Source: an optimization exercise on an open RTL-to-GDS flow (aim: small area). Production flows keep margins and buffers that such runs may drop. Only simulation tests tie the RTL to the original design; equivalence was not proved. Power figures rest on the tool's default switching activity, not on a simulated workload.

**design/flow/flow/run.sh**
```bash
#!/bin/bash
set -euo pipefail
export BUFFER_PORTS_ARGS="-buffer_cell sky130_fd_sc_hd__buf_1"
bash standard.sh finish > flow_standard.log 2>&1
```
**design/flow/standard.sh**
```bash
#!/bin/bash
# synth_recipe.tcl (not shown) runs the flow's synth.tcl, then flattens the netlist and writes it again
# the make line also repeats each setting of config.mk as NAME=value (left out here)
make -C /OpenROAD-flow-scripts/flow DESIGN_CONFIG=/design/flow/config.mk WORK_HOME=/design/flow/orfs CLKGATE_MAP_FILE= SYNTH_SCRIPT=/design/flow/synth_recipe.tcl "${@:-finish}"
```
**design/flow/config.mk**
```make
export PLATFORM = sky130hd
export DESIGN_NAME = bte
export DESIGN_NICKNAME = bte
export VERILOG_FILES = /design/flow/design.v
export SDC_FILE = /design/flow/constraint.sdc
export NUM_CORES = 4
export LEC_CHECK = 0
export CAP_MARGIN = 20
export CORE_MARGIN = 2
export CORE_UTILIZATION = 40
export SLEW_MARGIN = 20
```
**design/flow/constraint.sdc**
```tcl
create_clock -name core_clock -period 10.0 [get_ports {clk}]
set_input_delay 2.0000 -clock core_clock [delete_from_list [all_inputs] [get_ports {clk}]]
set_output_delay 2.0000 -clock core_clock [all_outputs]
set_load 0.01 [all_outputs]
```
**design/flow/design.v**
```verilog
module bte (
    input             clk,
    input             rst,            
    input             cmd_we,
    input      [31:0] cmd,
    input             i2c_ch_valid,
    input             spi_ch_valid,
    input      [7:0]  i2c_budget,     
    input      [7:0]  spi_budget,     
    output reg        res_done,
    output     [7:0]  res_status,
    output     [15:0] res_data,
    output            res_busy,
    output     [7:0]  res_retries,
    output            ch_req,
    output            ch_bus,         
    output     [1:0]  ch_kind,        
    output     [6:0]  ch_slave,
    output     [15:0] ch_buf,         
    output     [3:0]  ch_size,
    output     [7:0]  ch_opts,
    input             ch_ack,
    input      [7:0]  ch_st,
    input      [7:0]  ch_n,
    input      [15:0] ch_rdata,
    input             ch_busy
);
    localparam [3:0] W1  = 4'd0;    
    localparam [3:0] WP  = 4'd1;    
    localparam [3:0] R1  = 4'd2;    
    localparam [3:0] R2  = 4'd3;    
    localparam [3:0] SE  = 4'd4;    
    localparam [3:0] SO  = 4'd5;    
    localparam [3:0] SL  = 4'd6;    
    localparam [3:0] SD  = 4'd7;    
    localparam [3:0] SS  = 4'd8;    
    localparam [3:0] SB  = 4'd9;    
    localparam [3:0] SR  = 4'd10;   
    localparam [3:0] SX  = 4'd11;   
    localparam [3:0] QO  = 4'd12;   
    localparam [3:0] QL  = 4'd13;   
    localparam [3:0] QD  = 4'd14;   
    localparam [3:0] FIN = 4'd15;   
    reg        run;         
    reg [3:0]  st;
    reg [15:0] sd;          
    reg [7:0]  xa;          
    reg [7:0]  retry;
    reg        busylast;
    wire [4:0] hi5 = {xa[0], xa[6:4], xa[7]};
    wire [2:0] lo3 = xa[3:1];
    assign res_status  = {3'b000, xa[4:0]};
    assign res_data    = sd;
    assign res_busy    = busylast;
    assign res_retries = retry;
    assign ch_req   = run & (st != FIN);
    assign ch_bus   = st[3] | st[2];
    assign ch_slave = ch_bus ? 7'd0 : xa[6:0];
    reg [1:0] kind;
    reg [3:0] size;
    reg [3:0] opts;
    reg [7:0] b0, b1;
    always @(*) begin
        kind = 2'd0;
        size = 4'd0;
        opts = 4'h0;
        b0   = 8'h00;
        b1   = 8'h00;
        case (st)
            W1: begin size = 4'd2; opts = 4'h3; b0 = sd[15:8]; b1 = sd[7:0]; end
            WP: begin size = 4'd1; opts = 4'h5; b0 = sd[15:8]; end
            R1: begin size = 4'd1; opts = 4'h1; b0 = sd[15:8]; end
            R2: begin kind = 2'd1; size = 4'd1; opts = 4'h9; end
            SE: begin size = 4'd9; opts = 4'h7; b0 = 8'h9F; end
            SO: begin size = 4'd1; opts = 4'h2; b0 = {3'b101, hi5}; end
            SL: begin size = 4'd3; opts = 4'h1; b0 = {lo3, 5'd0}; end
            SD: begin size = 4'd2; opts = 4'h4; b0 = sd[7:0]; b1 = sd[15:8]; end
            SS: begin opts = 4'h2; end
            SB: begin kind = 2'd2; end
            SR: begin opts = 4'h4; end
            SX: begin size = 4'd9; opts = 4'h7; b0 = 8'h87; end
            QO: begin size = 4'd1; opts = 4'h2; b0 = {3'b110, hi5}; end
            QL: begin size = 4'd4; opts = 4'h1; b0 = {lo3, 5'd0}; end
            QD: begin kind = 2'd1; size = 4'd2; opts = 4'h4; end
            default: ;
        endcase
    end
    assign ch_kind = kind;
    assign ch_size = size;
    assign ch_opts = {4'h0, opts};
    assign ch_buf  = {b1, b0};
    wire [1:0] c_op = cmd[31:30];
    reg        c_legal;
    always @(*) begin
        case (c_op)
            2'd0:    c_legal = (cmd[22:19] == 4'd0);
            2'd1:    c_legal = (cmd[22:19] == 4'd0) && (cmd[7:0] == 8'd0);
            2'd2:    c_legal = (cmd[29:24] == 6'd0);
            default: c_legal = (cmd[29:24] == 6'd0) && (cmd[15:0] == 16'd0);
        endcase
    end
    wire c_chv = c_op[1] ? spi_ch_valid : i2c_ch_valid;
    wire c_ok  = c_legal & c_chv;
    reg [3:0] c_first;
    always @(*) begin
        case (c_op)
            2'd0:    c_first = W1;
            2'd1:    c_first = R1;
            2'd2:    c_first = SE;
            default: c_first = QO;
        endcase
    end
    wire st_zero  = (ch_st == 8'd0);
    wire st_known = (ch_st[7:5] == 3'd0) &&
                    ((ch_st[4:3] == 2'b00 && ch_st[2:0] != 3'd0 &&
                      ch_st[2:0] != 3'd1 && ch_st[2:0] != 3'd7) ||
                     ch_st[4:0] == 5'd18);
    wire n_ok   = (ch_n == {4'd0, size});
    wire eff_ok = st_zero & (n_ok | (st == SB));
    wire [4:0] eff = st_known ? ch_st[4:0] : (eff_ok ? 5'd0 : 5'd18);
    wire [7:0] retry_inc = retry + 8'd1;
    wire [7:0] budget    = (st == WP) ? i2c_budget : spi_budget;
    wire       at_budget = (retry_inc == budget);
    reg last;
    always @(*) begin
        case (st)
            WP:      last = eff_ok | at_budget;
            R2, SX, QD: last = 1'b1;
            default: last = ~eff_ok;
        endcase
    end
    reg [3:0] st_next;
    always @(*) begin
        case (st)
            W1, WP:  st_next = WP;
            R1:      st_next = R2;
            SS:      st_next = SB;
            SB:      st_next = (ch_busy & ~at_budget) ? SB : SR;
            QO:      st_next = QL;
            QL:      st_next = QD;
            default: st_next = st + 4'd1;   
        endcase
    end
    wire acc    = cmd_we & ~run;
    wire answer = ch_ack;                
    wire finish = run & ((st == FIN) | (answer & last));
    always @(posedge clk) begin
        if (rst) begin
            run      <= 1'b0;
            res_done <= 1'b0;
        end else if (acc) begin
            run      <= 1'b1;
            res_done <= 1'b0;
        end else if (finish) begin
            run      <= 1'b0;
            res_done <= 1'b1;
        end
    end
    always @(posedge clk) begin
        if (acc) begin
            st       <= c_ok ? c_first : FIN;
            sd       <= c_ok ? cmd[15:0] : 16'd0;
            xa[0]    <= cmd[23];
            xa[3:1]  <= cmd[26:24] | cmd[18:16];
            xa[6:4]  <= cmd[29:27] | cmd[22:20];
            xa[7]    <= cmd[19];
            if (!c_ok)
                xa[4:0] <= c_legal ? 5'd3 : 5'd6;
            retry    <= 8'd0;
            busylast <= 1'b0;
        end else if (answer) begin
            if (last) begin
                xa[4:0] <= eff;
                sd      <= (st == QD) ? ch_rdata :
                           (st == R2) ? {8'd0, ch_rdata[7:0]} : 16'd0;
            end else begin
                st <= st_next;
            end
            if (st == WP || st == SB)
                retry <= retry_inc;
            if (st == SB && st_zero)
                busylast <= ch_busy;
        end
    end
endmodule
```
==> results of run 1 <==
[cell usage after synthesis (3+ instances only)]
master and count:
a21oi_1 13, a221oi_1 4, a22o_1 24, a22oi_1 5, a31oi_1 5, and2_1 7
and3_1 3, buf_2 4, buf_4 9, clkbuf_1 8, dfxtp_1 11, edfxtp_1 28
ha_1 5, inv_1 9, mux2i_1 9, nand2_1 32, nand2b_1 5, nand3_1 16
nand4_1 3, nor2_1 35, nor2b_1 5, nor4_1 10, o21a_1 3, o21ai_0 20
xnor2_1 9, xor2_1 13
[state kept, by name, summed over array words and instances, names as in the netlist]
name / count
run: 1
st: 4
res_done: 1
sd: 16
busylast: 1
retry: 8
xa: 8
[path summary, 6_finish.rpt]
path,from,to,slack (ps)
worst max-delay path,st[2],ch_buf[4],5340
worst min-delay path,busylast,busylast,500
worst min register to register,busylast,busylast,500
worst max register to register,st[1],xa[0],6170
[where the power goes]
| part | total (mW) | internal [mW] | switching (mW) |
|---|---|---|---|
| Sequential | 0.202 | 0.187 | 0.0153 |
| Clock | 0.153 | 0.0997 | 0.0530 |
| Combinational | 0.116 | 0.0432 | 0.0729 |
| Total | 0.471 | 0.330 | 0.141 |
[layer usage]
layer,GRT usage,up-vias,share of wire,wire length [µm]
li1,-,1498,-,-
met1,0.347,1439,0.48,4320
met2,0.333,151,0.45,4100
met3,0.0314,4,0.068,621
met4,0.0421,0,0.0051,46
met5,0,-,0,0
[logic make-up after synthesis]
group	synth area share
flops	0.367
mux	0.0446
simple gates	0.209
other cells	0.00130
compound gates	0.225
xor+xnor	0.0666
buf+inv	0.0640
fa+ha+maj	0.0216
[critical path: cells and delay by family, from the launching register on]
kind            cells  cell delay, ps
compound gates      2             310
buf+inv             2             380
flops               1             680
simple gates        2            1010
[through the flow]
stage / setup slack (ps) / hold slack [ps] / instances
6_report: 5340 / 502 / 570
5_1_grt: 5000 / 546 / 570
4_1_cts: 5410 / 508 / 570
3_5_place_dp: 5490 / 489 / 562
3_3_place_gp: 5570 / 480 / 562
2_1_floorplan: 5970 / 500 / 337
[final cells by class]
type	count	area [µm²]	area share
multi-input cells	263	1670	0.464
flip-flops and latches	39	1060	0.294
repair buffers	153	578	0.160
well taps	96	120	0.0333
clock buffers	6	72.6	0.0201
clock inverters	2	60.1	0.0166
inverters	11	41.3	0.0114
==> results.sh, run 1 <==
export IMPL_outcome="finished clean"
export IMPL_start_util=0.419
export IMPL_clkLatencyLatePin_ps=290
export IMPL_remaining_drc_errors=0
export IMPL_cts_root_buf="clkbuf_8"
export IMPL_overflow=0
export IMPL_post_cts_setup_buffers=0
export IMPL_rsz0062_at_grt="no"
export IMPL_r2r_cells=11
export IMPL_cts_path_max_buffers=2
export IMPL_avgSynthCellArea_um2=8.74
export IMPL_chipHeight_um=89.0
export IMPL_slew_headroom=0.419
export IMPL_drive_gt1_frac=0.0338
export IMPL_ys_warn_count=1
export IMPL_synth_distinct_cells=53
export IMPL_arrival_ps=2660
export IMPL_most_common_layout_cells="152 x buf_1, 35 x nor2_1, 32 x nand2_1"
export IMPL_core_area_um2=6910
export IMPL_grt_pass1_vias=2627
export IMPL_clk_pin_slew_ps=70
export IMPL_hold_depth=2
export IMPL_cts_buffers=5
export IMPL_cts_hold_buf=0
export IMPL_slew_viol_final=0
export IMPL_hold_class="reg -> reg"
export IMPL_cap_violations=0
export IMPL_ant_nets=0
export IMPL_crit_path_frequent_cell="nor2_1"
export IMPL_p_per_area_nw_per_um2=131
export IMPL_dp_hpwl_um=7170
export IMPL_tns_ps=0
export IMPL_ys_seq_area_frac=0.367
export IMPL_n_fill_cell=687
export IMPL_cts_tree="done"
export IMPL_async_flop_share=0
export IMPL_wl_per_cell_um=15.9
export IMPL_critical_path_required_ps=8000
export IMPL_dr_pass1_iters=4
export IMPL_grt_pass1_wl_um=13500
export IMPL_area_growth_pct=24.8
export IMPL_grt_use_total=0.223
export IMPL_fin_skew_ps=7.64
export IMPL_synth_top_area_cell="edfxtp_1"
export IMPL_vias_per_cell=5.42
export IMPL_io_pins=160
export IMPL_synth_top_cells_by_area="edfxtp_1 29%, dfxtp_1 7.6%, a22o_1 7.3%"
export IMPL_post_route_util=0.522
export IMPL_place_gp_congestion=0.881
export IMPL_drt_wl_total_um=9090
export IMPL_p_leak_nw=1.29
export IMPL_rows=30
export IMPL_die_w_um=89.0
export IMPL_htree_levels=2
export IMPL_nets=565
export IMPL_antenna_found_initial=0
export IMPL_dr_total_vias=3092
export IMPL_start_kind="flip-flop"
export IMPL_crit_fanout=21
export IMPL_hold_violations=0
export IMPL_power_total_mw=0.471
export IMPL_tightest_slew_ps=869
export IMPL_crit_type="reg -> out"
export IMPL_antennaDiodeCount=0
export IMPL_fmax_ghz=0.215
export IMPL_crit_path_end_kind="output port"
export IMPL_synthCells=331
export IMPL_grt_start_max_net_pins=22
export IMPL_ys_seq_elements=39
export IMPL_ir_drop_mv=0.0578
export IMPL_synth_top_flop_cell="edfxtp_1"
export IMPL_period_share=0.466
export IMPL_cts_resized_gates=0
export IMPL_numClockSinks=39
export IMPL_drtIter0Drc=206
export IMPL_critical_path_cell_chain="nor2_1 > inv_1 > nor2_1 > a22oi_1 > o21ai_0 > buf_1"
export IMPL_synth_top_area_frac=0.291
export IMPL_dpl_instance_area_um2=3470
export IMPL_final_area_um2=3610
export IMPL_synth_edf_count=28
export IMPL_syn_area_um2=2890
export IMPL_slowest_delay_ps=680
export IMPL_setup_viol=0
export IMPL_slowest_stage="edfxtp_1"
export IMPL_port_buffers=152
export IMPL_final_common_cell="buf_1"
export IMPL_design_die_area_um2=7920
export IMPL_fin_crit_ps=4660
==> run 2: changes to the inputs <==
==> design/flow/flow/run.sh (replaced) <==
#!/bin/bash
set -euo pipefail
export BUFFER_PORTS_ARGS="-buffer_cell sky130_fd_sc_hd__buf_1"
export CTS_ARGS="-sink_clustering_enable -repair_clock_nets -buf_list sky130_fd_sc_hd__clkbuf_4 -dont_use_dummy_load"
bash standard.sh finish > flow_standard.log 2>&1
==> results.sh, run 2 <==
export IMPL_outcome="finished clean"
export IMPL_hold_start="busylast"
export IMPL_htree_levels=2
export IMPL_area_growth_pct=21.5
export IMPL_start_kind="flip-flop"
export IMPL_cts_buffers=5
export IMPL_dpl_instance_area_um2=3470
export IMPL_ys_warn_count=1
export IMPL_grt_pass1_wl_um=13600
export IMPL_remaining_drc_errors=0
export IMPL_synth_top_area_cell="edfxtp_1"
export IMPL_r2r_slack_ps=6150
export IMPL_p_sw_frac=0.345
export IMPL_dr_total_vias=3072
export IMPL_vias_per_cell=5.42
export IMPL_synthCells=331
export IMPL_tightest_slew_ps=884
export IMPL_synthTopCellsByCount="35 x nor2_1, 32 x nand2_1, 28 x edfxtp_1"
export IMPL_ys_seq_area_frac=0.367
export IMPL_ir_drop_mv=0.0498
export IMPL_synth_top_area_frac=0.291
export IMPL_crit_fanout=21
export IMPL_grt_use_total=0.224
export IMPL_port_buffers=152
export IMPL_drtIter0Drc=165
export IMPL_hold_class="reg -> reg"
export IMPL_r2r_cells=11
export IMPL_arrival_ps=2700
export IMPL_crit_path_end_kind="output port"
export IMPL_chipHeight_um=89.0
export IMPL_fmax_ghz=0.213
export IMPL_critical_path_cell_chain="nor2_1 > inv_1 > nor2_1 > a22oi_1 > o21ai_0 > buf_1"
export IMPL_rows=30
export IMPL_slew_viol_final=0
export IMPL_synth_edf_count=28
export IMPL_cts_path_max_buffers=2
export IMPL_crit_path_frequent_cell="nor2_1"
export IMPL_switchingPower_mw=0.134
export IMPL_intPower_mw=0.254
export IMPL_syn_area_um2=2890
export IMPL_crit_path_end="ch_buf[4]"
export IMPL_synth_top_cells_by_area="edfxtp_1 29%, dfxtp_1 7.6%, a22o_1 7.3%"
export IMPL_final_cells=567
export IMPL_fin_skew_ps=25.9
export IMPL_cts_tree="done"
export IMPL_design_die_area_um2=7920
export IMPL_synth_top_flop_cell="edfxtp_1"
export IMPL_p_seq_frac=0.522
export IMPL_critical_path_required_ps=8000
export IMPL_place_gp_congestion=0.881
export IMPL_top_register="sd"
export IMPL_drive_gt1_frac=0.0297
export IMPL_p_leak_nw=1.24
export IMPL_slowest_delay_ps=690
export IMPL_overflow=0
export IMPL_tns_ps=0
export IMPL_die_w_um=89.0
export IMPL_r2r_end="xa[2]"
export IMPL_slowest_stage="edfxtp_1"
export IMPL_placedCellCount=562
export IMPL_antenna_found_initial=0
export IMPL_dp_hpwl_um=7170
export IMPL_yosysMostFrequentCell="nor2_1"
export IMPL_cts_hold_buf=0
export IMPL_most_common_layout_cells="152 x buf_1, 35 x nor2_1, 32 x nand2_1"
export IMPL_ant_nets=0
export IMPL_grt_start_max_net_pins=22
export IMPL_cts_root_buf="clkbuf_4"
export IMPL_antennaDiodeCount=0
export IMPL_p_per_area_nw_per_um2=110
export IMPL_grt_pass1_vias=2648
export IMPL_period_share=0.470
export IMPL_async_flop_share=0
export IMPL_r2r_start="st[1]"
export IMPL_start_util=0.419
export IMPL_synth_distinct_cells=53
export IMPL_post_cts_setup_buffers=0
export IMPL_pwr_share_clk=0.177
export IMPL_largest_reg_flops=16
export IMPL_core_area_um2=6910
export IMPL_fin_crit_ps=4700
export IMPL_nets=565
export IMPL_rsz0062_at_grt="no"
export IMPL_wl_per_cell_um=16.1
export IMPL_setup_viol=0
export IMPL_cts_resized_gates=0
export IMPL_clkLatencyLatePin_ps=330
export IMPL_drt_wl_total_um=9120
export IMPL_cap_violations=0
export IMPL_ys_seq_elements=39
export IMPL_clk_pin_slew_ps=90
export IMPL_reg_top3="sd (16), retry (8), xa (8)"
export IMPL_final_area_um2=3510
export IMPL_crit_type="reg -> out"
export IMPL_slew_headroom=0.409
export IMPL_dr_pass1_iters=4
export IMPL_numClockSinks=39
export IMPL_hold_violations=0
export IMPL_io_pins=160
export IMPL_final_common_cell="buf_1"
export IMPL_startpoint="st[2]"
export IMPL_avgSynthCellArea_um2=8.74
export IMPL_p_comb_frac=0.301
==> run 2: cell count changes in the layout (fill, tap and decap cells not counted), sizes merged <==
| cell | change |
|---|---|
| bufinv | -2 |
| clkbuf | -1 |
==> run 2: cell type report <==
type / count / area (µm²)
Timing Repair Buffer: 153 / 578
Inverter: 11 / 41.3
Clock buffer: 5 / 37.5
Sequential cell: 39 / 1060
Tap cell: 96 / 120
Fill cell: 697 / 3390
Multi-Input combinational cell: 263 / 1670
==> run 2: per-layer routing <==
layer | vias up | global-route usage | wire length [µm]
met4 | 0 | 0.0421 | 44
met2 | 131 | 0.336 | 4150
met3 | 4 | 0.0323 | 585
met5 | - | 0 | 0
met1 | 1445 | 0.347 | 4340
li1 | 1492 | - | -
==> run 2: kinds of logic after synthesis <==
kind of cell	Yosys count	share of synthesized area
flip-flops	39	0.367
buffers and inverters	35	0.0640
AO/OA/AOI/OAI	92	0.225
adder cells (fa/ha/maj)	5	0.0216
AND/OR/NAND/NOR	125	0.209
multiplexers	12	0.0446
XOR/XNOR	22	0.0666
other	1	0.00130
==> run 2: worst min path at each step <==
stage,to,slack [ps],cells after the start
finish,busylast,510,2
global route,busylast,550,2
CTS,busylast,510,2
detailed placement,busylast,490,2
global placement,busylast,480,2
floorplan,res_done,500,1
==> run 2: worst max-delay path, delay by kind of cell (launching register included) <==
kind                   cells  cell delay [ps]
AND/OR/NAND/NOR            2             1010
AO/OA/AOI/OAI              2              320
flip-flops                 1              690
buffers and inverters      2              380
==> run 2: power by group through the flow <==
stage / registers [mW] / clock network, mW / logic, mW
after floorplan: 0.201 / 0 / 0.0743
after global placement: 0.206 / 0 / 0.115
after detailed placement: 0.205 / 0 / 0.115
after CTS: 0.201 / 0.0702 / 0.115
after global routing: 0.203 / 0.0756 / 0.130
final: 0.202 / 0.0685 / 0.116
==> run 2: through the flow <==
step                setup WS [ps]  utilization  total power [mW]  hold slack (ps)
finish                       5300        0.509             0.387              507
global route                 4950        0.509             0.409              551
CTS                          5370        0.508             0.387              513
global placement             5570        0.502             0.320              480
detailed placement           5490        0.502             0.320              489
floorplan                    5970            -             0.275              500
==> run 3: changes to the inputs <==
==> design/flow/run.sh (new file) <==
#!/bin/bash
# synth_recipe.tcl (not shown) runs the flow's synth.tcl, then flattens the netlist and writes it again
# the make line also repeats each setting of config.mk as NAME=value (left out here)
make -C /OpenROAD-flow-scripts/flow DESIGN_CONFIG=/design/flow/config.mk WORK_HOME=/design/flow/orfs CLKGATE_MAP_FILE= SYNTH_SCRIPT=/design/flow/synth_recipe.tcl finish
removed: design/flow/flow/run.sh
removed: design/flow/standard.sh
==> results.sh, run 3 <==
export IMPL_outcome="finished clean"
export IMPL_cts_tree="done"
export IMPL_hold_depth=2
export IMPL_fin_skew_ps=6.71
export IMPL_r2r_start="st[1]"
export IMPL_tns_ps=0
export IMPL_async_flop_share=0
export IMPL_crit_path_frequent_cell="nor2_1"
export IMPL_clkLatencyLatePin_ps=290
export IMPL_vias_per_cell=5.51
export IMPL_grt_start_max_net_pins=22
export IMPL_chipHeight_um=89.0
export IMPL_slew_viol_final=0
export IMPL_r2r_cells=11
export IMPL_critPathTopFamily="simple AND/OR/NAND/NOR gates"
export IMPL_synthTopCellsByCount="35 x nor2_1, 32 x nand2_1, 28 x edfxtp_1"
export IMPL_cap_violations=0
export IMPL_p_comb_frac=0.328
export IMPL_numClockSinks=39
export IMPL_busiest_layer="met2"
export IMPL_design_die_area_um2=7920
export IMPL_crit_type="reg -> out"
export IMPL_final_area_um2=4540
export IMPL_syn_area_um2=2890
export IMPL_reg_top3="sd (16), retry (8), xa (8)"
export IMPL_place_ws_ps=5070
export IMPL_fmax_ghz=0.200
export IMPL_met3_usage=0.0314
export IMPL_start_kind="flip-flop"
export IMPL_grt_pass1_vias=2845
export IMPL_dr_pass1_iters=4
export IMPL_p_per_area_nw_per_um2=109
export IMPL_ir_drop_mv=0.0609
export IMPL_period_share=0.501
export IMPL_hold_start="busylast"
export IMPL_nets=565
export IMPL_overflow=0
export IMPL_synth_top_area_cell="edfxtp_1"
export IMPL_synth_top_area_frac=0.291
export IMPL_r2r_slack_ps=6180
export IMPL_ys_seq_area_frac=0.367
export IMPL_rows=30
export IMPL_yosysMostFrequentCell="nor2_1"
export IMPL_die_w_um=89.0
export IMPL_slowest_delay_ps=680
export IMPL_critical_path_cell_chain="nor2_1 > inv_1 > nor2_1 > a22oi_1 > nand3_1 > clkdlybuf4s50_1"
export IMPL_crit_path_end_kind="output port"
export IMPL_pwr_share_clk=0.263
export IMPL_avgSynthCellArea_um2=8.74
export IMPL_arrival_ps=3010
export IMPL_core_area_um2=6910
export IMPL_antenna_found_initial=0
export IMPL_post_route_util=0.657
export IMPL_crit_fanout=21
export IMPL_slew_headroom=0.421
export IMPL_most_common_layout_cells="152 x clkdlybuf4s50_1, 35 x nor2_1, 32 x nand2_1"
export IMPL_use_met2=0.382
export IMPL_synth_top_cells_by_area="edfxtp_1 29%, dfxtp_1 7.6%, a22o_1 7.3%"
export IMPL_port_buffers=152
export IMPL_cts_resized_gates=0
export IMPL_synth_edf_count=28
export IMPL_htree_levels=2
export IMPL_largest_reg_flops=16
export IMPL_hold_class="reg -> reg"
export IMPL_intPower_mw=0.351
export IMPL_dr_total_vias=3141
export IMPL_io_pins=160
export IMPL_cts_root_buf="clkbuf_8"
export IMPL_ys_warn_count=1
export IMPL_top_register="sd"
export IMPL_setup_viol=0
export IMPL_synthCells=331
export IMPL_dpl_instance_area_um2=4420
export IMPL_cts_buffers=5
export IMPL_cts_path_max_buffers=2
export IMPL_placedCellCount=562
export IMPL_p_leak_nw=1.67
export IMPL_ys_seq_elements=39
export IMPL_hold_violations=0
export IMPL_wl_per_cell_um=17.2
export IMPL_path_buf_inv=2
export IMPL_grt_use_met1=0.360
export IMPL_switchingPower_mw=0.146
export IMPL_start_util=0.419
export IMPL_remaining_drc_errors=0
export IMPL_clk_pin_slew_ps=80
export IMPL_finalWorstSetupSlack_ps=4990
export IMPL_fin_crit_ps=5010
export IMPL_dp_hpwl_um=7850
export IMPL_p_sw_frac=0.293
export IMPL_tightest_slew_ps=866
export IMPL_final_cells=570
export IMPL_timing_hold_ws_ps=504
export IMPL_synth_top_flop_cell="edfxtp_1"
export IMPL_cts_hold_buf=0
export IMPL_post_cts_setup_buffers=0
export IMPL_holdPathEnd="busylast"
export IMPL_place_gp_congestion=0.869
export IMPL_slowest_stage="edfxtp_1"
export IMPL_p_seq_frac=0.409
export IMPL_drive_gt1_frac=0.0359
export IMPL_r2r_end="sd[12]"
export IMPL_antennaDiodeCount=0
export IMPL_critical_path_required_ps=8000
export IMPL_power_total_mw=0.497
export IMPL_grt_use_total=0.243
export IMPL_startpoint="st[2]"
export IMPL_drtIter0Drc=223
export IMPL_area_growth_pct=56.9
export IMPL_final_common_cell="clkdlybuf4s50_1"
export IMPL_grt_pass1_wl_um=14700
export IMPL_rsz0062_at_grt="no"
export IMPL_synth_distinct_cells=53
export IMPL_ant_nets=0
export IMPL_drt_wl_total_um=9800
==> run 3: changes by cell type in the layout (fill, tap and decap cells not counted), sizes merged <==
cell           delta
clkinv            +2
buf             -152
clkdlybuf4s50   +152
bufinv            +1
==> run 3: power groups by stage <==
stage	registers, mW	clock network [mW]	logic, mW
floorplan	0.201	0	0.0743
global placement	0.206	0	0.161
detailed placement	0.206	0	0.162
CTS	0.202	0.132	0.163
global route	0.204	0.140	0.177
finish	0.203	0.131	0.163
==> run 3: layout make-up <==
cell class / count / area [µm²]
clock inverter: 3 / 43.8
clock buffer: 5 / 68.8
tap: 96 / 120
multi-input combinational: 263 / 1670
inverter: 11 / 41.3
fill: 611 / 2370
timing repair buffer: 153 / 1530
sequential: 39 / 1060
==> run 3: logic make-up after synthesis <==
| logic type | count (synthesis) | share of synthesized area |
|---|---|---|
| AND/OR/NAND/NOR | 125 | 0.209 |
| AO/OA/AOI/OAI | 92 | 0.225 |
| flip-flops | 39 | 0.367 |
| buffers and inverters | 35 | 0.0640 |
| XOR/XNOR | 22 | 0.0666 |
| multiplexers | 12 | 0.0446 |
| adder cells (fa/ha/maj) | 5 | 0.0216 |
| other | 1 | 0.00130 |
==> run 3: how the worst max path moves through the flow <==
stage | to | cells after the start | slack [ps]
after floorplan | sd[0] | 7 | 5970
after global placement | sd[10] | 8 | 5220
after detailed placement | sd[10] | 8 | 5070
after CTS | ch_buf[7] | 6 | 5060
after global routing | ch_buf[5] | 6 | 4790
final | ch_buf[7] | 6 | 4990
==> run 3: worst reg2reg max path, stage by stage (launching register included) <==
cell and delay, ps:
edfxtp_1 440, inv_1 120, ha_1 440, nor3b_2 250, buf_4 230, mux2i_2 330
nand3b_1 110, o211ai_1 100, o211ai_1 110, a211o_1 380, a41o_1 280, nand2_1 640
==> run 3: routing by layer <==
metal | share of wire | wire [µm]
met3 | 0.059 | 578
met4 | 0.0060 | 59
met1 | 0.47 | 4570
met5 | 0 | 0
met2 | 0.47 | 4590
==> run 4: changes to the inputs <==
==> design/flow/flow/run.sh (new file) <==
#!/bin/bash
set -euo pipefail
export BUFFER_PORTS_ARGS="-buffer_cell sky130_fd_sc_hd__buf_1"
export CTS_ARGS="-sink_clustering_enable -repair_clock_nets -root_buf sky130_fd_sc_hd__clkbuf_16 -buf_list sky130_fd_sc_hd__clkbuf_16 -sink_clustering_size 50 -sink_clustering_max_diameter 500 -dont_use_dummy_load"
bash standard.sh finish > flow_standard.log 2>&1
==> design/flow/standard.sh (new file) <==
#!/bin/bash
# synth_recipe.tcl (not shown) runs the flow's synth.tcl, then flattens the netlist and writes it again
# the make line also repeats each setting of config.mk as NAME=value (left out here)
make -C /OpenROAD-flow-scripts/flow DESIGN_CONFIG=/design/flow/config.mk WORK_HOME=/design/flow/orfs CLKGATE_MAP_FILE= SYNTH_SCRIPT=/design/flow/synth_recipe.tcl "${@:-finish}"
removed: design/flow/run.sh
==> results.sh, run 4 <==
export IMPL_r2r_end="xa[2]"
export IMPL_drt_wl_total_um=9040
export IMPL_port_buffers=152
export IMPL_slowest_delay_ps=670
export IMPL_outcome="finished clean"
export IMPL_switchingPower_mw=0.139
export IMPL_synth_top_area_frac=0.291
export IMPL_place_gp_congestion=0.881
export IMPL_clk_pin_slew_ps=50
export IMPL_busiest_layer="met1"
export IMPL_rows=30
export IMPL_cts_root_buf="clkbuf_16"
export IMPL_io_pins=160
export IMPL_design_die_area_um2=7920
export IMPL_p_leak_nw=1.28
export IMPL_grt_use_total=0.223
export IMPL_clkLatencyLatePin_ps=270
export IMPL_power_total_mw=0.457
export IMPL_cts_tree="done"
export IMPL_cts_path_max_buffers=2
export IMPL_synthTopCellsByCount="35 x nor2_1, 32 x nand2_1, 28 x edfxtp_1"
export IMPL_cts_buffers=5
export IMPL_critical_path_required_ps=8000
export IMPL_grt_pass1_vias=2649
export IMPL_hold_violations=0
export IMPL_post_cts_setup_buffers=0
export IMPL_fin_crit_ps=4600
export IMPL_timing_hold_ws_ps=496
export IMPL_dr_pass1_iters=4
export IMPL_r2r_start="st[1]"
export IMPL_antenna_found_initial=0
export IMPL_synth_top_flop_cell="edfxtp_1"
export IMPL_htree_levels=2
export IMPL_chipHeight_um=89.0
export IMPL_grt_pass1_wl_um=13600
export IMPL_reg_top3="sd (16), retry (8), xa (8)"
export IMPL_wl_per_cell_um=15.9
export IMPL_avgSynthCellArea_um2=8.74
export IMPL_grt_start_max_net_pins=22
export IMPL_p_sw_frac=0.304
export IMPL_crit_fanout=21
export IMPL_final_cells=567
export IMPL_tns_ps=0
export IMPL_placedCellCount=562
export IMPL_holdPathEnd="busylast"
export IMPL_ant_nets=0
export IMPL_synth_distinct_cells=53
export IMPL_numClockSinks=39
export IMPL_largest_reg_flops=16
export IMPL_area_growth_pct=24.5
export IMPL_cap_violations=0
export IMPL_slew_viol_final=0
export IMPL_cts_hold_buf=0
export IMPL_period_share=0.460
export IMPL_cts_resized_gates=0
export IMPL_tightest_slew_ps=866
export IMPL_post_route_util=0.521
export IMPL_r2r_slack_ps=6180
export IMPL_drive_gt1_frac=0.0297
export IMPL_most_common_layout_cells="152 x buf_1, 35 x nor2_1, 32 x nand2_1"
export IMPL_ys_seq_area_frac=0.367
export IMPL_final_common_cell="buf_1"
export IMPL_pwr_share_clk=0.304
export IMPL_rsz0062_at_grt="no"
export IMPL_dp_hpwl_um=7170
export IMPL_antennaDiodeCount=0
export IMPL_p_seq_frac=0.443
export IMPL_synth_edf_count=28
export IMPL_ys_seq_elements=39
export IMPL_p_per_area_nw_per_um2=127
export IMPL_core_area_um2=6910
export IMPL_r2r_cells=11
export IMPL_use_met2=0.336
export IMPL_async_flop_share=0
export IMPL_nets=565
export IMPL_slowest_stage="edfxtp_1"
export IMPL_overflow=0
export IMPL_crit_path_frequent_cell="nor2_1"
export IMPL_start_util=0.419
export IMPL_remaining_drc_errors=0
export IMPL_start_kind="flip-flop"
export IMPL_hold_start="busylast"
export IMPL_synth_top_area_cell="edfxtp_1"
export IMPL_ys_warn_count=1
export IMPL_slew_headroom=0.421
export IMPL_syn_area_um2=2890
export IMPL_intPower_mw=0.318
export IMPL_dr_total_vias=3048
export IMPL_top_register="sd"
export IMPL_hold_class="reg -> reg"
export IMPL_crit_type="reg -> out"
export IMPL_fin_skew_ps=7.79
export IMPL_synth_top_cells_by_area="edfxtp_1 29%, dfxtp_1 7.6%, a22o_1 7.3%"
export IMPL_drtIter0Drc=218
export IMPL_crit_path_end_kind="output port"
export IMPL_yosysMostFrequentCell="nor2_1"
export IMPL_die_w_um=89.0
export IMPL_grt_use_met1=0.347
export IMPL_vias_per_cell=5.38
export IMPL_critical_path_cell_chain="nor2_1 > inv_1 > nor2_1 > a22oi_1 > o21ai_0 > buf_1"
export IMPL_setup_viol=0
export IMPL_synthCells=331
export IMPL_fmax_ghz=0.217
export IMPL_arrival_ps=2600
export IMPL_met3_usage=0.0268
export IMPL_n_fill_cell=688
export IMPL_hold_depth=2
export IMPL_p_comb_frac=0.253
export IMPL_ir_drop_mv=0.116
-- run 4: stage by stage --
step / area [µm²] / worst slack, ps
detailed placement: 3470 / 5490
finish: 3600 / 5400
global placement: 3470 / 5570
floorplan: 2910 / 5970
global route: 3600 / 5030
CTS: 3590 / 5440
-- run 4: area by class of cell --
cell class,count,area [µm²],share of cell area
Clock buffer,5,125,0.0348
Timing Repair Buffer,153,578,0.161
Sequential cell,39,1060,0.295
Inverter,11,41.3,0.0115
Multi-Input combinational cell,263,1670,0.465
Tap cell,96,120,0.0334
-- run 4: routing by layer --
layer / part of all wire / wire length, µm
met5: 0 / 0
met3: 0.066 / 594
met2: 0.45 / 4110
met1: 0.47 / 4290
met4: 0.0054 / 49
-- run 4: worst max path at each step --
stage	startpoint	endpoint	depth (start not counted)
after floorplan	ch_st[6]	sd[0]	7
after global routing	st[2]	ch_buf[4]	6
after CTS	st[2]	ch_buf[5]	6
final	st[2]	ch_buf[3]	6
after global placement	cmd[19]	st[1]	7
after detailed placement	ch_st[6]	sd[8]	8
-- run 4: logic make-up (layout without fill, tap and decap cells) --
group,count (synthesis),after routing,share of synthesized area
simple gates,125,125,0.209
compound gates,92,92,0.225
buf+inv,35,169,0.0640
xor+xnor,22,22,0.0666
other cells,1,7,0.00130
fa+ha+maj,5,5,0.0216
flops,39,39,0.367
mux,12,12,0.0446
-- run 4: power groups by stage --
| stage | clock [mW] | sequential, mW | combinational (mW) |
|---|---|---|---|
| 6_report | 0.139 | 0.202 | 0.116 |
| 5_1_grt | 0.148 | 0.204 | 0.130 |
| 4_1_cts | 0.142 | 0.202 | 0.115 |
| 3_5_place_dp | 0 | 0.205 | 0.115 |
| 3_3_place_gp | 0 | 0.206 | 0.115 |
| 2_1_floorplan | 0 | 0.201 | 0.0743 |
-- run 4: worst max-delay path: cells and delay by family (launching register included) --
family | cells | cell delay, ps
DFF | 1 | 670
and+or+nand+nor | 2 | 990
AOI/OAI and AO/OA | 2 | 300
buffers and inverters | 2 | 370
==> run 5: changes to the inputs <==
--- a/design/flow/design.v
+++ b/design/flow/design.v
@@ -45,14 +45,15 @@
     reg [3:0]  st;
     reg [15:0] sd;          
     reg [7:0]  xa;          
-    reg [7:0]  retry;
     reg        busylast;
     wire [4:0] hi5 = {xa[0], xa[6:4], xa[7]};
     wire [2:0] lo3 = xa[3:1];
     assign res_status  = {3'b000, xa[4:0]};
-    assign res_data    = sd;
+    wire   rd_end   = (st == R2) | (st == QD);
+    wire   poll_end = (st == WP) | (st == SB) | (st == SR) | (st == SX);
+    assign res_data    = rd_end ? sd : 16'd0;
     assign res_busy    = busylast;
-    assign res_retries = retry;
+    assign res_retries = poll_end ? sd[7:0] : 8'd0;
     assign ch_req   = run & (st != FIN);
     assign ch_bus   = st[3] | st[2];
     assign ch_slave = ch_bus ? 7'd0 : xa[6:0];
@@ -118,7 +119,7 @@
     wire n_ok   = (ch_n == {4'd0, size});
     wire eff_ok = st_zero & (n_ok | (st == SB));
     wire [4:0] eff = st_known ? ch_st[4:0] : (eff_ok ? 5'd0 : 5'd18);
-    wire [7:0] retry_inc = retry + 8'd1;
+    wire [7:0] retry_inc = sd[7:0] + 8'd1;
     wire [7:0] budget    = (st == WP) ? i2c_budget : spi_budget;
     wire       at_budget = (retry_inc == budget);
     reg last;
@@ -159,25 +160,27 @@
     always @(posedge clk) begin
         if (acc) begin
             st       <= c_ok ? c_first : FIN;
-            sd       <= c_ok ? cmd[15:0] : 16'd0;
+            sd       <= cmd[15:0];
             xa[0]    <= cmd[23];
             xa[3:1]  <= cmd[26:24] | cmd[18:16];
             xa[6:4]  <= cmd[29:27] | cmd[22:20];
             xa[7]    <= cmd[19];
             if (!c_ok)
                 xa[4:0] <= c_legal ? 5'd3 : 5'd6;
-            retry    <= 8'd0;
             busylast <= 1'b0;
         end else if (answer) begin
-            if (last) begin
+            if (last)
                 xa[4:0] <= eff;
-                sd      <= (st == QD) ? ch_rdata :
-                           (st == R2) ? {8'd0, ch_rdata[7:0]} : 16'd0;
-            end else begin
+            else
                 st <= st_next;
-            end
-            if (st == WP || st == SB)
-                retry <= retry_inc;
+            if (st == QD)
+                sd <= ch_rdata;
+            else if (st == R2)
+                sd <= {8'd0, ch_rdata[7:0]};
+            else if (st == WP || st == SB)
+                sd[7:0] <= retry_inc;
+            else if (st == W1 || st == SS)
+                sd[7:0] <= 8'd0;
             if (st == SB && st_zero)
                 busylast <= ch_busy;
         end
==> design/flow/flow/run.sh (replaced) <==
#!/bin/bash
set -euo pipefail
export BUFFER_PORTS_ARGS="-buffer_cell sky130_fd_sc_hd__buf_1"
export CTS_ARGS="-sink_clustering_enable -repair_clock_nets -root_buf sky130_fd_sc_hd__clkbuf_4 -buf_list sky130_fd_sc_hd__clkbuf_4 -dont_use_dummy_load"
bash standard.sh finish > flow_standard.log 2>&1
--- a/design/flow/config.mk
+++ b/design/flow/config.mk
@@ -7,5 +7,5 @@
 export LEC_CHECK = 0
 export CAP_MARGIN = 20
 export CORE_MARGIN = 2
-export CORE_UTILIZATION = 40
+export CORE_UTILIZATION = 70
 export SLEW_MARGIN = 20
==> results.sh, run 5 <==
export IMPL_ys_seq_elements=31
export IMPL_synth_distinct_cells=57
export IMPL_drtIter0Drc=412
export IMPL_synth_compound_area_share=0.241
export IMPL_place_gp_congestion=0.970
export IMPL_period_share=0.512
export IMPL_slew_headroom=0.321
export IMPL_outcome="finished clean"
export IMPL_dp_hpwl_um=7280
export IMPL_synth_simple_gate_area_frac=0.269
export IMPL_top_register="sd"
export IMPL_design_die_area_um2=4660
export IMPL_tightest_slew_ps=1020
export IMPL_fmax_ghz=0.195
export IMPL_syn_area_um2=2890
export IMPL_ys_seq_area_frac=0.312
export IMPL_numClockSinks=31
export IMPL_cts_resized_gates=0
export IMPL_dr_pass1_iters=5
export IMPL_antenna_found_initial=0
export IMPL_cts_hold_buf=0
export IMPL_timing_hold_ws_ps=475
export IMPL_overflow=0
export IMPL_die_w_um=68.3
export IMPL_synth_top_family_by_area="simple AND/OR/NAND/NOR gates"
export IMPL_fin_skew_ps=25.3
export IMPL_ir_drop_mv=0.0943
export IMPL_clkLatencyLatePin_ps=350
export IMPL_nets=571
export IMPL_cts_buffers=5
export IMPL_p_per_area_nw_per_um2=121
export IMPL_yosysMostFrequentCell="and2_1"
export IMPL_crit_path_end_kind="output port"
export IMPL_arrival_ps=3120
export IMPL_hold_violations=0
export IMPL_placedCellCount=522
export IMPL_rows=23
export IMPL_grt_pass1_wl_um=13800
export IMPL_async_flop_share=0
export IMPL_port_buffers=152
export IMPL_drt_wl_total_um=9560
export IMPL_drive_gt1_frac=0.0314
export IMPL_most_common_layout_cells="152 x buf_1, 35 x and2_1, 31 x nor2_1"
export IMPL_cts_path_max_buffers=2
export IMPL_start_util=0.723
export IMPL_cap_violations=0
export IMPL_tns_ps=0
export IMPL_setup_viol=0
export IMPL_io_pins=160
export IMPL_chipHeight_um=68.3
export IMPL_dr_total_vias=3435
export IMPL_clk_pin_slew_ps=70
export IMPL_ys_warn_count=1
export IMPL_crit_fanout=28
export IMPL_synth_top_flop_cell="edfxtp_1"
export IMPL_dpl_instance_area_um2=3390
export IMPL_n_fill_cell=254
export IMPL_area_growth_pct=18.9
export IMPL_core_area_um2=4000
export IMPL_avgSynthCellArea_um2=8.38
export IMPL_wl_per_cell_um=18.1
export IMPL_cts_tree="done"
export IMPL_p_leak_nw=1.23
export IMPL_grt_use_total=0.411
export IMPL_synth_top_area_cell="edfxtp_1"
export IMPL_ant_nets=0
export IMPL_synthXorXnorAreaFrac=0.0563
export IMPL_synth_edf_count=28
export IMPL_final_cells=527
export IMPL_htree_levels=2
export IMPL_final_common_cell="buf_1"
export IMPL_final_area_um2=3440
export IMPL_reg_top3="sd (16), xa (8), st (4)"
export IMPL_synth_mux_area_frac=0.0312
export IMPL_synthCells=345
export IMPL_start_kind="flip-flop"
export IMPL_hold_class="reg -> reg"
export IMPL_post_cts_setup_buffers=0
export IMPL_antennaDiodeCount=0
export IMPL_synthTopCellsByCount="35 x and2_1, 31 x nor2_1, 28 x edfxtp_1"
export IMPL_critical_path_required_ps=8000
export IMPL_grt_pass1_vias=2924
export IMPL_largest_reg_flops=16
export IMPL_remaining_drc_errors=0
export IMPL_slew_viol_final=0
export IMPL_crit_type="reg -> out"
export IMPL_vias_per_cell=6.52
export IMPL_post_route_util=0.859
export IMPL_yosys_area_share_adder=0.0216
export IMPL_fin_crit_ps=5120
export IMPL_rsz0062_at_grt="no"
export IMPL_grt_start_max_net_pins=33
export IMPL_synth_top_cells_by_area="edfxtp_1 29%, and2_1 7.6%, a22o_1 5.1%"
export IMPL_cts_root_buf="clkbuf_4"
export IMPL_synth_top_area_frac=0.291
## run 5: changes by cell type in the layout (fill, tap and decap cells not counted), moves of 4 or more
cell       before  now
a221oi_1        4    9
a22o_1         24   17
and2_1          7   35
clkbuf_16       5    0
clkbuf_4        0    5
dfxtp_1        11    3
nand2_1        32   27
nand3_1        16    9
nor2_1         35   31
nor3_1          1    6
nor4_1         10    6
xnor2_1         9    5
## run 5: cells by family after synthesis
family | Yosys count
XOR/XNOR | 17
flip-flops | 31
multiplexers | 9
AO/OA/AOI/OAI | 95
buffers and inverters | 41
other | 1
adder cells (fa/ha/maj) | 5
AND/OR/NAND/NOR | 146
## run 5: worst max-delay path, cell delays in order, from the launching register on
cell	delay (ps)
edfxtp_1	760
nor2_1	670
inv_1	230
nor2_1	540
a22oi_1	210
o21ai_0	190
buf_1	200
## run 5: where the power goes
| group | switching [mW] | internal (mW) | total [mW] |
|---|---|---|---|
| combinational | 0.101 | 0.0644 | 0.165 |
| sequential | 0.0249 | 0.160 | 0.185 |
| clock | 0.0422 | 0.0234 | 0.0657 |
## run 5: final cells by class
class	instances	area [µm²]	area share
multi-input cells	279	1830	0.532
clock buffers	5	37.5	0.0109
flip-flops and latches	31	901	0.262
well taps	50	62.6	0.0182
inverters	10	37.5	0.0109
repair buffers	152	571	0.166
## run 5: final timing paths
kind         startpoint   endpoint  slack (ps)  cells past startpoint
min            busylast   busylast         480                      2
max               st[2]  ch_buf[3]        4880                      6
min reg2reg    busylast   busylast         480                      2
max reg2reg       st[1]      xa[1]        6300                      9
## run 5: metal layers
| layer | track usage | part of all wire |
|---|---|---|
| met5 | 0 | 0 |
| met4 | 0.183 | 0.041 |
| met3 | 0.0872 | 0.13 |
| met2 | 0.677 | 0.48 |
| met1 | 0.517 | 0.35 |
## run 5: through the flow
step | worst slack, ps | power, mW
5_1_grt | 4710 | 0.435
4_1_cts | 5060 | 0.406
3_3_place_gp | 5460 | 0.339
2_1_floorplan | 5700 | 0.288
3_5_place_dp | 5290 | 0.346
6_report | 4880 | 0.415
==> run 6: changes to the inputs <==
--- a/design/flow/design.v
+++ b/design/flow/design.v
@@ -45,14 +45,14 @@
     reg [3:0]  st;
     reg [15:0] sd;          
     reg [7:0]  xa;          
-    reg        busylast;
     wire [4:0] hi5 = {xa[0], xa[6:4], xa[7]};
     wire [2:0] lo3 = xa[3:1];
     assign res_status  = {3'b000, xa[4:0]};
     wire   rd_end   = (st == R2) | (st == QD);
-    wire   poll_end = (st == WP) | (st == SB) | (st == SR) | (st == SX);
+    wire   spi_poll = (st == SB) | (st == SR) | (st == SX);
+    wire   poll_end = (st == WP) | spi_poll;
     assign res_data    = rd_end ? sd : 16'd0;
-    assign res_busy    = busylast;
+    assign res_busy    = spi_poll & xa[7];
     assign res_retries = poll_end ? sd[7:0] : 8'd0;
     assign ch_req   = run & (st != FIN);
     assign ch_bus   = st[3] | st[2];
@@ -139,7 +139,8 @@
             SB:      st_next = (ch_busy & ~at_budget) ? SB : SR;
             QO:      st_next = QL;
             QL:      st_next = QD;
-            default: st_next = st + 4'd1;   
+            SE: st_next = SO; SO: st_next = SL; SL: st_next = SD; SD: st_next = SS; SR: st_next = SX;
+            default: st_next = FIN;
         endcase
     end
     wire acc    = cmd_we & ~run;
@@ -167,7 +168,6 @@
             xa[7]    <= cmd[19];
             if (!c_ok)
                 xa[4:0] <= c_legal ? 5'd3 : 5'd6;
-            busylast <= 1'b0;
         end else if (answer) begin
             if (last)
                 xa[4:0] <= eff;
@@ -181,8 +181,10 @@
                 sd[7:0] <= retry_inc;
             else if (st == W1 || st == SS)
                 sd[7:0] <= 8'd0;
-            if (st == SB && st_zero)
-                busylast <= ch_busy;
+            if (st == SS)
+                xa[7] <= 1'b0;
+            else if (st == SB && st_zero)
+                xa[7] <= ch_busy;
         end
     end
 endmodule
==> design/flow/flow/run.sh (replaced) <==
#!/bin/bash
# The standard layout (standard.sh, same make targets and settings) with
# three changes:
#  - synthesis maps the logic with an area-oriented ABC script (flow/area.abc)
#    instead of ORFS's delay-oriented one; everything else in the synthesis
#    script, and the flip-flop mapping, is the standard flow's own (synth_recipe.tcl);
#  - the port buffers are the smallest buffer cell (buf_1);
#  - the clock tree uses clkbuf_4 and no dummy loads, sized for a few dozen
#    flip-flops.
# Each tool's log stays under orfs/logs/; make's output goes to flow_make.log.
set -euo pipefail
here=$(pwd)
# synthesis script: synth_recipe.tcl with yosys's abc pass given our script
{
  head -n 1 synth_recipe.tcl
  cat <<'EOT'
proc abc {args} {
  set i [lsearch -exact $args -script]
  if { $i >= 0 } { lset args [expr { $i + 1 }] $::env(BTE_ABC_SCRIPT) }
  puts "abc pass given flow/area.abc: $args"
  yosys abc {*}$args
}
EOT
  tail -n +2 synth_recipe.tcl
} > synth_area.tcl
export BTE_ABC_SCRIPT="$here/flow/area.abc"
export BUFFER_PORTS_ARGS="-buffer_cell sky130_fd_sc_hd__buf_1"
export CTS_ARGS="-sink_clustering_enable -repair_clock_nets -root_buf sky130_fd_sc_hd__clkbuf_4 -buf_list sky130_fd_sc_hd__clkbuf_4 -dont_use_dummy_load"
sed "s#SYNTH_SCRIPT=[^ ]*#SYNTH_SCRIPT=$here/synth_area.tcl#" standard.sh > standard_area.sh
grep -q "SYNTH_SCRIPT=$here/synth_area.tcl" standard_area.sh
bash standard_area.sh finish > flow_make.log 2>&1
==> design/flow/flow/area.abc (new file) <==
strash; dc2; dch -f; amap -F 10 -A 40; topo
--- a/design/flow/config.mk
+++ b/design/flow/config.mk
@@ -7,5 +7,5 @@
 export LEC_CHECK = 0
 export CAP_MARGIN = 20
 export CORE_MARGIN = 2
-export CORE_UTILIZATION = 70
+export CORE_UTILIZATION = 45
 export SLEW_MARGIN = 20
==> results.sh, run 6 <==
export IMPL_critical_path_required_ps=9960
export IMPL_crit_type="reg -> reg"
export IMPL_cts_resized_gates=0
export IMPL_crit_path_end_kind="flip-flop"
export IMPL_p_seq_frac=0.493
export IMPL_fmax_ghz=0.202
export IMPL_ant_nets=0
export IMPL_slew_headroom=0.458
export IMPL_startpoint="st[1]"
export IMPL_top_register="sd"
export IMPL_p_sw_frac=0.358
export IMPL_antenna_found_initial=0
export IMPL_synth_top_cells_by_area="edfxtp_1 34%, nor2_1 12%, clkinv_1 8.6%"
export IMPL_avgSynthCellArea_um2=7.29
export IMPL_async_flop_share=0
export IMPL_htree_levels=2
export IMPL_r2r_start="st[1]"
export IMPL_largest_reg_flops=16
export IMPL_die_w_um=78.2
export IMPL_synth_distinct_cells=36
export IMPL_synth_edf_count=28
export IMPL_final_common_cell="buf_1"
export IMPL_start_util=0.459
export IMPL_grt_use_total=0.301
export IMPL_p_per_area_nw_per_um2=103
export IMPL_dp_hpwl_um=7480
export IMPL_ys_seq_area_frac=0.355
export IMPL_cts_buffers=5
export IMPL_synth_top_area_cell="edfxtp_1"
export IMPL_clkLatencyLatePin_ps=330
export IMPL_hold_violations=0
export IMPL_grt_use_met1=0.432
export IMPL_cts_hold_buf=0
export IMPL_most_common_layout_cells="152 x buf_1, 78 x nor2_1, 57 x clkinv_1"
export IMPL_setup_viol=0
export IMPL_drive_gt1_frac=0.0141
export IMPL_rows=27
export IMPL_outcome="finished clean"
export IMPL_dr_total_vias=3219
export IMPL_r2r_cells=14
export IMPL_place_gp_congestion=1.04
export IMPL_synthCells=340
export IMPL_rsz0062_at_grt="no"
export IMPL_fin_skew_ps=17.6
export IMPL_overflow=0
export IMPL_chipHeight_um=78.2
export IMPL_busiest_layer="met2"
export IMPL_p_comb_frac=0.316
export IMPL_r2r_slack_ps=5040
export IMPL_io_pins=160
export IMPL_area_growth_pct=27.0
export IMPL_fin_crit_ps=4960
export IMPL_p_leak_nw=1.02
export IMPL_tightest_slew_ps=812
export IMPL_synthTopCellsByCount="78 x nor2_1, 57 x clkinv_1, 28 x edfxtp_1"
export IMPL_vias_per_cell=5.67
export IMPL_drtIter0Drc=374
export IMPL_tns_ps=0
export IMPL_remaining_drc_errors=0
export IMPL_hold_class="reg -> reg"
export IMPL_reg_top3="sd (16), xa (8), st (4)"
export IMPL_place_ws_ps=5190
export IMPL_clk_pin_slew_ps=80
export IMPL_met3_usage=0.0391
export IMPL_numClockSinks=30
export IMPL_design_die_area_um2=6120
export IMPL_yosysMostFrequentCell="nor2_1"
export IMPL_cts_root_buf="clkbuf_4"
export IMPL_antennaDiodeCount=0
export IMPL_ys_seq_elements=30
export IMPL_synth_top_flop_cell="edfxtp_1"
export IMPL_core_area_um2=5410
export IMPL_intPower_mw=0.208
export IMPL_switchingPower_mw=0.116
export IMPL_period_share=0.496
export IMPL_drt_wl_total_um=9210
export IMPL_syn_area_um2=2480
export IMPL_port_buffers=152
export IMPL_grt_pass1_wl_um=14100
export IMPL_wl_per_cell_um=16.2
export IMPL_use_met2=0.472
export IMPL_pwr_share_clk=0.192
export IMPL_start_kind="flip-flop"
export IMPL_ir_drop_mv=0.0984
export IMPL_crit_path_end="st[0]"
export IMPL_arrival_ps=4920
export IMPL_nets=586
export IMPL_cts_tree="done"
export IMPL_cts_path_max_buffers=2
export IMPL_ys_warn_count=1
export IMPL_cap_violations=0
export IMPL_r2r_end="st[0]"
export IMPL_dr_pass1_iters=5
export IMPL_grt_start_max_net_pins=30
export IMPL_crit_fanout=15
export IMPL_post_cts_setup_buffers=0
export IMPL_synth_top_area_frac=0.339
export IMPL_slew_viol_final=0
export IMPL_finalWorstSetupSlack_ps=5040
export IMPL_grt_pass1_vias=2775
[run 6: cell count changes after synthesis, sizes merged, moves of 16 or more]
cell	previous run	this run
o22ai	2	24
clkinv	0	57
and2	35	0
nor2	32	78
a22o	17	1
clkbuf	18	0
[run 6: worst min-delay path by stage]
stage | from | endpoint | slack, ps | cells past startpoint
after floorplan | res_done | res_done | 520 | 2
after global placement | res_done | res_done | 510 | 2
after detailed placement | res_done | res_done | 500 | 2
after CTS | res_done | res_done | 510 | 2
after global routing | res_done | res_done | 560 | 2
final | res_done | res_done | 520 | 2
[run 6: stage by stage]
step	instance area [µm²]	utilization	cells	hold slack [ps]	total power [mW]
CTS	3150	0.582	568	513	0.324
global route	3150	0.582	568	559	0.343
finish	3150	0.582	568	519	0.324
floorplan	2500	-	346	517	0.221
global placement	3110	0.575	563	512	0.262
detailed placement	3110	0.575	563	502	0.263
[run 6: area by class of cell]
type,count,area (µm²)
well taps,72,90.1
inverters,57,214
repair buffers,154,586
fillers,561,2260
flip-flops and latches,30,881
multi-input cells,250,1340
clock buffers,5,37.5
[run 6: kinds of logic (layout without fill, tap and decap cells)]
| group | Yosys count | count (layout) | synth area share |
|---|---|---|---|
| AO/OA/AOI/OAI | 113 | 113 | 0.302 |
| XOR/XNOR | 2 | 2 | 0.00707 |
| adder cells (fa/ha/maj) | 1 | 1 | 0.00505 |
| buffers and inverters | 66 | 216 | 0.114 |
| flip-flops | 30 | 30 | 0.355 |
| other | 1 | 7 | 0.00151 |
| AND/OR/NAND/NOR | 127 | 127 | 0.215 |
[run 6: layer usage]
metal,share of wire,routed length [µm]
met1,0.44,4060
met2,0.45,4170
met3,0.088,806
met4,0.019,175
met5,0,0
[run 6: power groups by stage]
stage	clock network (mW)	logic (mW)	registers, mW
after global routing	0.0685	0.114	0.160
final	0.0621	0.102	0.160
after detailed placement	0	0.101	0.162
after CTS	0.0635	0.101	0.159
after floorplan	0	0.0623	0.159
after global placement	0	0.0994	0.162
[run 6: critical path: stages (launching register included)]
cell and delay [ps]:
edfxtp_1 450, clkinv_1 140, nor2_1 280, clkinv_1 240, nor2_1 360, clkinv_1 470, o211ai_1 340, xor2_1 120
or4_1 410, or4_1 410, o22ai_1 280, clkinv_1 170, o21ai_0 110, o2111ai_1 200, o21ai_0 580
==> run 7: changes to the inputs <==
--- a/design/flow/flow/run.sh
+++ b/design/flow/flow/run.sh
@@ -1,12 +1,14 @@
 #!/bin/bash
 # The standard layout (standard.sh, same make targets and settings) with
-# three changes:
+# these changes:
 #  - synthesis maps the logic with an area-oriented ABC script (flow/area.abc)
 #    instead of ORFS's delay-oriented one; everything else in the synthesis
 #    script, and the flip-flop mapping, is the standard flow's own (synth_recipe.tcl);
 #  - the port buffers are the smallest buffer cell (buf_1);
 #  - the clock tree uses clkbuf_4 and no dummy loads, sized for a few dozen
-#    flip-flops.
+#    flip-flops;
+#  - the constant outputs share synthesis's single tie cell
+#    (SKIP_REPAIR_TIE_FANOUT) rather than one tie cell each.
 # Each tool's log stays under orfs/logs/; make's output goes to flow_make.log.
 set -euo pipefail
 here=$(pwd)
@@ -24,6 +26,7 @@
   tail -n +2 synth_recipe.tcl
 } > synth_area.tcl
 export BTE_ABC_SCRIPT="$here/flow/area.abc"
+export SKIP_REPAIR_TIE_FANOUT=1
 export BUFFER_PORTS_ARGS="-buffer_cell sky130_fd_sc_hd__buf_1"
 export CTS_ARGS="-sink_clustering_enable -repair_clock_nets -root_buf sky130_fd_sc_hd__clkbuf_4 -buf_list sky130_fd_sc_hd__clkbuf_4 -dont_use_dummy_load"
 sed "s#SYNTH_SCRIPT=[^ ]*#SYNTH_SCRIPT=$here/synth_area.tcl#" standard.sh > standard_area.sh
--- a/design/flow/config.mk
+++ b/design/flow/config.mk
@@ -7,5 +7,5 @@
 export LEC_CHECK = 0
 export CAP_MARGIN = 20
 export CORE_MARGIN = 2
-export CORE_UTILIZATION = 45
+export CORE_UTILIZATION = 55
 export SLEW_MARGIN = 20
==> results.sh, run 7 <==
export IMPL_tightest_slew_ps=837
export IMPL_cts_buffers=5
export IMPL_syn_area_um2=2480
export IMPL_ys_seq_elements=30
export IMPL_hold_depth=2
export IMPL_final_common_cell="buf_1"
export IMPL_critical_path_required_ps=8000
export IMPL_setup_viol=0
export IMPL_outcome="finished clean"
export IMPL_finalWorstSetupSlack_ps=5190
export IMPL_p_seq_frac=0.497
export IMPL_synth_top_flop_cell="edfxtp_1"
export IMPL_start_kind="flip-flop"
export IMPL_io_pins=160
export IMPL_crit_path_end="ch_size[0]"
export IMPL_power_total_mw=0.322
export IMPL_vias_per_cell=6.06
export IMPL_n_fill_cell=424
export IMPL_slowest_stage="or4_1"
export IMPL_p_per_area_nw_per_um2=104
export IMPL_startpoint="st[2]"
export IMPL_slew_viol_final=0
export IMPL_dr_total_vias=3279
export IMPL_die_w_um=71.1
export IMPL_rsz0062_at_grt="no"
export IMPL_final_area_um2=3090
export IMPL_cts_root_buf="clkbuf_4"
export IMPL_start_util=0.569
export IMPL_r2r_end="st[2]"
export IMPL_hold_violations=0
export IMPL_synth_distinct_cells=36
export IMPL_synth_edf_count=28
export IMPL_tns_ps=0
export IMPL_reg_top3="sd (16), xa (8), st (4)"
export IMPL_p_leak_nw=0.993
export IMPL_synth_top_cells_by_area="edfxtp_1 34%, nor2_1 12%, clkinv_1 8.6%"
export IMPL_clk_pin_slew_ps=70
export IMPL_yosysMostFrequentCell="nor2_1"
export IMPL_area_growth_pct=24.7
export IMPL_pwr_share_clk=0.188
export IMPL_arrival_ps=2810
export IMPL_place_ws_ps=5300
export IMPL_ir_drop_mv=0.0816
export IMPL_crit_path_end_kind="output port"
export IMPL_cts_path_max_buffers=2
export IMPL_fmax_ghz=0.208
export IMPL_timing_hold_ws_ps=523
export IMPL_top_register="sd"
export IMPL_grt_pass1_wl_um=13900
export IMPL_htree_levels=2
export IMPL_synth_top_area_frac=0.339
export IMPL_fin_crit_ps=4810
export IMPL_cts_hold_buf=0
export IMPL_drt_wl_total_um=8870
export IMPL_chipHeight_um=71.1
export IMPL_r2r_start="st[2]"
export IMPL_async_flop_share=0
export IMPL_placedCellCount=536
export IMPL_synth_top_area_cell="edfxtp_1"
export IMPL_period_share=0.481
export IMPL_clkLatencyLatePin_ps=330
export IMPL_avgSynthCellArea_um2=7.29
export IMPL_cts_tree="done"
export IMPL_grt_pass1_vias=2904
export IMPL_numClockSinks=30
export IMPL_r2r_cells=14
export IMPL_port_buffers=152
export IMPL_critical_path_cell_chain="clkinv_1 > nand2_1 > nor2_1 > nor2_1 > clkinv_1 > or4_1 > buf_1"
export IMPL_p_comb_frac=0.315
export IMPL_ys_warn_count=1
export IMPL_fin_skew_ps=21.9
export IMPL_slew_headroom=0.438
export IMPL_p_sw_frac=0.354
export IMPL_synthTopCellsByCount="78 x nor2_1, 57 x clkinv_1, 28 x edfxtp_1"
export IMPL_overflow=0
export IMPL_antenna_found_initial=0
export IMPL_switchingPower_mw=0.114
export IMPL_most_common_layout_cells="152 x buf_1, 78 x nor2_1, 57 x clkinv_1"
export IMPL_r2r_slack_ps=5210
export IMPL_dp_hpwl_um=7190
export IMPL_hold_class="reg -> reg"
export IMPL_place_gp_congestion=1.04
export IMPL_intPower_mw=0.208
export IMPL_drtIter0Drc=388
export IMPL_post_cts_setup_buffers=0
export IMPL_remaining_drc_errors=0
export IMPL_dr_pass1_iters=6
export IMPL_cts_resized_gates=0
export IMPL_ys_seq_area_frac=0.355
export IMPL_drive_gt1_frac=0.0123
export IMPL_rows=24
export IMPL_design_die_area_um2=5060
export IMPL_cap_violations=0
export IMPL_grt_start_max_net_pins=30
export IMPL_crit_type="reg -> out"
export IMPL_synthCells=340
export IMPL_post_route_util=0.710
export IMPL_slowest_delay_ps=620
export IMPL_grt_use_total=0.349
export IMPL_antennaDiodeCount=0
export IMPL_nets=579
export IMPL_largest_reg_flops=16
export IMPL_core_area_um2=4350
export IMPL_final_cells=541
export IMPL_wl_per_cell_um=16.4
export IMPL_ant_nets=0
export IMPL_crit_fanout=10
export IMPL_dpl_instance_area_um2=3050
[run 7: cell counts after synthesis]
Identical to the previous run, type by type.
[run 7: worst min-delay path by stage]
| stage | from | end | slack [ps] |
|---|---|---|---|
| after detailed placement | res_done | res_done | 510 |
| after floorplan | res_done | res_done | 520 |
| final | res_done | res_done | 520 |
| after global routing | res_done | res_done | 540 |
| after global placement | res_done | res_done | 510 |
| after CTS | res_done | res_done | 520 |
[run 7: layout make-up]
class / count / area [µm²] / area share
tap: 52 / 65.1 / 0.0210
inverter: 57 / 214 / 0.0692
multi-input combinational: 244 / 1320 / 0.426
sequential: 30 / 881 / 0.285
timing repair buffer: 153 / 578 / 0.187
clock buffer: 5 / 37.5 / 0.0121
[run 7: cell families (layout without fill, tap and decap cells)]
| family | Yosys count | count (layout) | share of synthesized area |
|---|---|---|---|
| AND/OR/NAND/NOR | 127 | 127 | 0.215 |
| AO/OA/AOI/OAI | 113 | 113 | 0.302 |
| buffers and inverters | 66 | 215 | 0.114 |
| flip-flops | 30 | 30 | 0.355 |
| XOR/XNOR | 2 | 2 | 0.00707 |
| adder cells (fa/ha/maj) | 1 | 1 | 0.00505 |
| other | 1 | 1 | 0.00151 |
[run 7: per-layer routing]
layer | vias to the layer above | share of wire | track usage | routed length [µm]
met4 | 0 | 0.020 | 0.117 | 177
met5 | - | 0 | 0 | 0
li1 | 1538 | - | - | -
met2 | 238 | 0.46 | 0.541 | 4050
met3 | 27 | 0.11 | 0.0556 | 982
met1 | 1476 | 0.41 | 0.502 | 3670
[run 7: power by group through the flow]
stage	Sequential (mW)	Combinational [mW]	Clock, mW
3_3_place_gp	0.162	0.0973	0
3_5_place_dp	0.162	0.0989	0
5_1_grt	0.160	0.113	0.0651
2_1_floorplan	0.159	0.0623	0
4_1_cts	0.159	0.0994	0.0596
6_report	0.160	0.101	0.0605
[run 7: worst max-delay path: cells and delay by family (launching register included)]
family                 cells  cell delay (ps)
and+or+nand+nor            4             1330
buffers and inverters      3              750
DFF                        1              430

re-timing with driven ports:
In the flow no input, the clock included, has a driving cell. The finished layouts below were timed again as built, in two steps. Step 1 assumes that a clkbuf_16 drives the clock port and a buf_2 every other input. Step 2, shift: input delay + t, output delay - t, t = (earliest + latest rising clock arrival at the registers) / 2. This alone moves slack from input paths to output paths. Slacks: ideal / step 1 / step 2; pairs: ideal / step 1.
| run | t (ns) | setup WS [ns] | cell pins on the clock port's net |
|---|---|---|---|
| run 1 | 0.309 | 5.340 / 5.312 / 5.454 | 1 |
| run 2 | 0.345 | 5.296 / 5.271 / 5.450 | 1 |
| run 3 | 0.316 | 4.993 / 4.963 / 5.065 | 1 |
| run 4 | 0.299 | 5.400 / 5.367 / 5.466 | 1 |
| run 5 | 0.362 | 4.883 / 4.857 / 5.219 | 1 |
| run 6 | 0.350 | 5.039 / 5.039 / 5.039 | 1 |
| run 7 | 0.341 | 5.187 / 5.163 / 5.161 | 1 |
After both steps every run listed still meets setup and hold. For run 7, which loses most, drivers alone change the setup slack by -0.024 ns; drivers and shift together by -0.026 ns.
